Source: an optimization exercise on an open RTL-to-GDS flow (aim: small area). Production flows keep margins and buffers that such runs may drop.
Function was checked by simulation only, so behaviour that the tests miss may differ from the original.
No activity file was given, so power comes from the tool's default toggle rates.

## ws5_fdc
module ws5_fdc (
    input  wire        clk,
    input  wire        rst,
    input  wire        in_valid,
    input  wire [7:0]  in_byte,
    output wire        in_ready,
    input  wire        bus_req,
    input  wire        bus_we,
    input  wire [8:0]  bus_addr,
    input  wire [1:0]  bus_size,
    input  wire [31:0] bus_wdata,
    output wire [31:0] bus_rdata,
    output wire        bus_err,
    output wire        irq
);
Size: about 770 cells after synthesis, ~91 I/O pins.
Settings: LEC_CHECK=0, CAP_MARGIN=20, CORE_MARGIN=2, CORE_UTILIZATION=60, PLACE_DENSITY=0.75, SLEW_MARGIN=20, SYNTH_HIERARCHICAL=1, SYNTH_MINIMUM_KEEP_SIZE=0; clock period 10.0 ns.
standard.sh (not shown) runs the stock make flow with config.mk's settings and CLKGATE_MAP_FILE= SYNTH_SCRIPT=/design/flow/synth_recipe.tcl, a recipe that flattens the netlist after the stock synthesis.
==> flow/flow/run.sh <==
#!/bin/bash
# The standard layout (standard.sh), with these changes:
#  - after the standard synthesis, every combinational cell gets the smallest
#    drive strength of its family (flow/downsize.py); placement's repair_design
#    then resizes or buffers where a net needs more drive;
#  - ports are buffered with sky130_fd_sc_hd__buf_1 (every port still gets its
#    own buffer);
#  - the clock tree is built from clkbuf_4 cells in clusters of up to 10 sinks,
#    without dummy loads.
# Each step's output goes to its own log here; ORFS keeps each tool's log under
# orfs/logs/.
set -euo pipefail
R=orfs/results/sky130hd/ws5_fdc/base
LIB="$FLOW_HOME/platforms/sky130hd/lib/sky130_fd_sc_hd__tt_025C_1v80.lib"
bash standard.sh synth > make_synth.log 2>&1
python3 flow/downsize.py "$LIB" "$R/1_2_yosys.v" > downsize.log 2>&1
rm -f "$R/1_synth.odb" "$R/1_synth.sdc"
bash standard.sh \
  "BUFFER_PORTS_ARGS=-buffer_cell sky130_fd_sc_hd__buf_1" \
  "CTS_ARGS=-sink_clustering_enable -repair_clock_nets -dont_use_dummy_load -buf_list sky130_fd_sc_hd__clkbuf_4 -sink_clustering_size 10 -sink_clustering_max_diameter 60" \
  finish > make_finish.log 2>&1
Other scripts of this flow, unchanged in this note and not shown: flow/flow/downsize.py
Rerun with:
--- a/flow/flow/run.sh
+++ b/flow/flow/run.sh
@@ -8 +8 @@
-#  - the clock tree is built from clkbuf_4 cells in clusters of up to 10 sinks,
+#  - the clock tree is built from clkbuf_8 cells in clusters of up to 16 sinks,
@@ -20 +20 @@
-  "CTS_ARGS=-sink_clustering_enable -repair_clock_nets -dont_use_dummy_load -buf_list sky130_fd_sc_hd__clkbuf_4 -sink_clustering_size 10 -sink_clustering_max_diameter 60" \
+  "CTS_ARGS=-sink_clustering_enable -repair_clock_nets -dont_use_dummy_load -buf_list sky130_fd_sc_hd__clkbuf_8 -sink_clustering_size 16 -sink_clustering_max_diameter 80" \
CORE_UTILIZATION = 40   (was 60)
PLACE_DENSITY = 0.6   (was 0.75)
Outcome: The new run finished with timing, DRC and antenna clean. Design area is higher slightly. Via count is lower by a few percent. Cell count is higher by roughly a tenth. Worst setup slack improved by 0.10 ns. Sequential share of layout area is lower by 1.0 points. Combinational power hardly moves. Flip-flop and latch count is unchanged. Die area is higher by well over a third. Wire length stays flat.

Starting RTL as in the previous note.
export LEC_CHECK = 0
export CAP_MARGIN = 5
export CORE_MARGIN = 2
export CORE_UTILIZATION = 60
export GPL_TIMING_DRIVEN = 0
export PLACE_DENSITY = 0.75
export SLEW_MARGIN = 5
export SYNTH_HIERARCHICAL = 1
export SYNTH_MINIMUM_KEEP_SIZE = 0
create_clock -name core_clock -period 10.0 [get_ports {clk}]
==> flow/flow/run.sh <==
#!/bin/bash
# The standard layout (standard.sh), with these changes:
#  - after the standard synthesis, every combinational cell gets the smallest
#    drive strength of its family (flow/downsize.py); placement's repair_design
#    then resizes or buffers where a net needs more drive;
#  - ports are buffered with sky130_fd_sc_hd__buf_1 (every port still gets its
#    own buffer);
#  - the clock tree is built from clkbuf_4 cells in clusters of up to 10 sinks,
#    without dummy loads.
# Each step's output goes to its own log here; ORFS keeps each tool's log under
# orfs/logs/.
set -euo pipefail
R=orfs/results/sky130hd/ws5_fdc/base
LIB="$FLOW_HOME/platforms/sky130hd/lib/sky130_fd_sc_hd__tt_025C_1v80.lib"
bash standard.sh synth > make_synth.log 2>&1
python3 flow/downsize.py "$LIB" "$R/1_2_yosys.v" > downsize.log 2>&1
rm -f "$R/1_synth.odb" "$R/1_synth.sdc"
bash standard.sh \
  "BUFFER_PORTS_ARGS=-buffer_cell sky130_fd_sc_hd__buf_1" \
  "CTS_ARGS=-sink_clustering_enable -repair_clock_nets -dont_use_dummy_load -buf_list sky130_fd_sc_hd__clkbuf_4 -sink_clustering_size 10 -sink_clustering_max_diameter 60" \
  finish > make_finish.log 2>&1
Other scripts of this flow, unchanged in this note and not shown: flow/flow/downsize.py
The starting point finished with timing, DRC and antenna clean.
==> next run, changes <==
- GPL_TIMING_DRIVEN: 0 -> not set
The new run completed with no timing, DRC or antenna violations.
Via count fell by 0.88%.
Final area fell by 1.9%.
Register-to-register slack is better by 0.47 ns.
Worst setup slack gains 0.65 ns.
Routed wire length fell by 2.9%.
Die area is unchanged.
Cell count came out lower by 1.7%.
Fmax came out higher by about 7%.
Non-clock buffer count goes down by 19.

==> what the ideal ports hide <==
The flow's constraints put no driver on any port. The routed layouts listed below were extracted and timed again, unchanged, in two steps. Step 1: set_driving_cell puts a clkbuf_16 on clk and a buf_2 on each other input, an assumption about the parent block. Step 2 adds t to the input delays and takes it off the output delays; t is the mean of the earliest and latest rising clock arrival at the registers after step 1. Input paths then give back, and output paths get back, about the clock's delay inside the block. a / b / c = ideal / step 1 / step 2; a / b = the first two.
run | shift t [ns] | slack for setup (ns) | worst setup path at the end | latest minus earliest clock arrival (ns) | slew at the worst register clock pin (ns)
the first run of note 1 | 0.690 | 1.289 / 1.261 / 1.261 | input to output | 0.068 / 0.068 | 0.11 / 0.11
the second run of note 1 | 0.554 | 1.391 / 1.369 / 1.369 | input to output | 0.042 / 0.041 | 0.10 / 0.10
the first run of note 2 | 0.686 | 0.619 / 0.595 / 0.595 | input to output | 0.055 / 0.056 | 0.12 / 0.12
the second run of note 2 | 0.691 | 1.269 / 1.242 / 1.242 | input to output | 0.077 / 0.077 | 0.11 / 0.11
After both steps setup and hold are still met in every run listed. For the first run of note 1, which loses most, drivers alone change the setup slack by -0.028 ns; drivers and shift together by -0.028 ns.
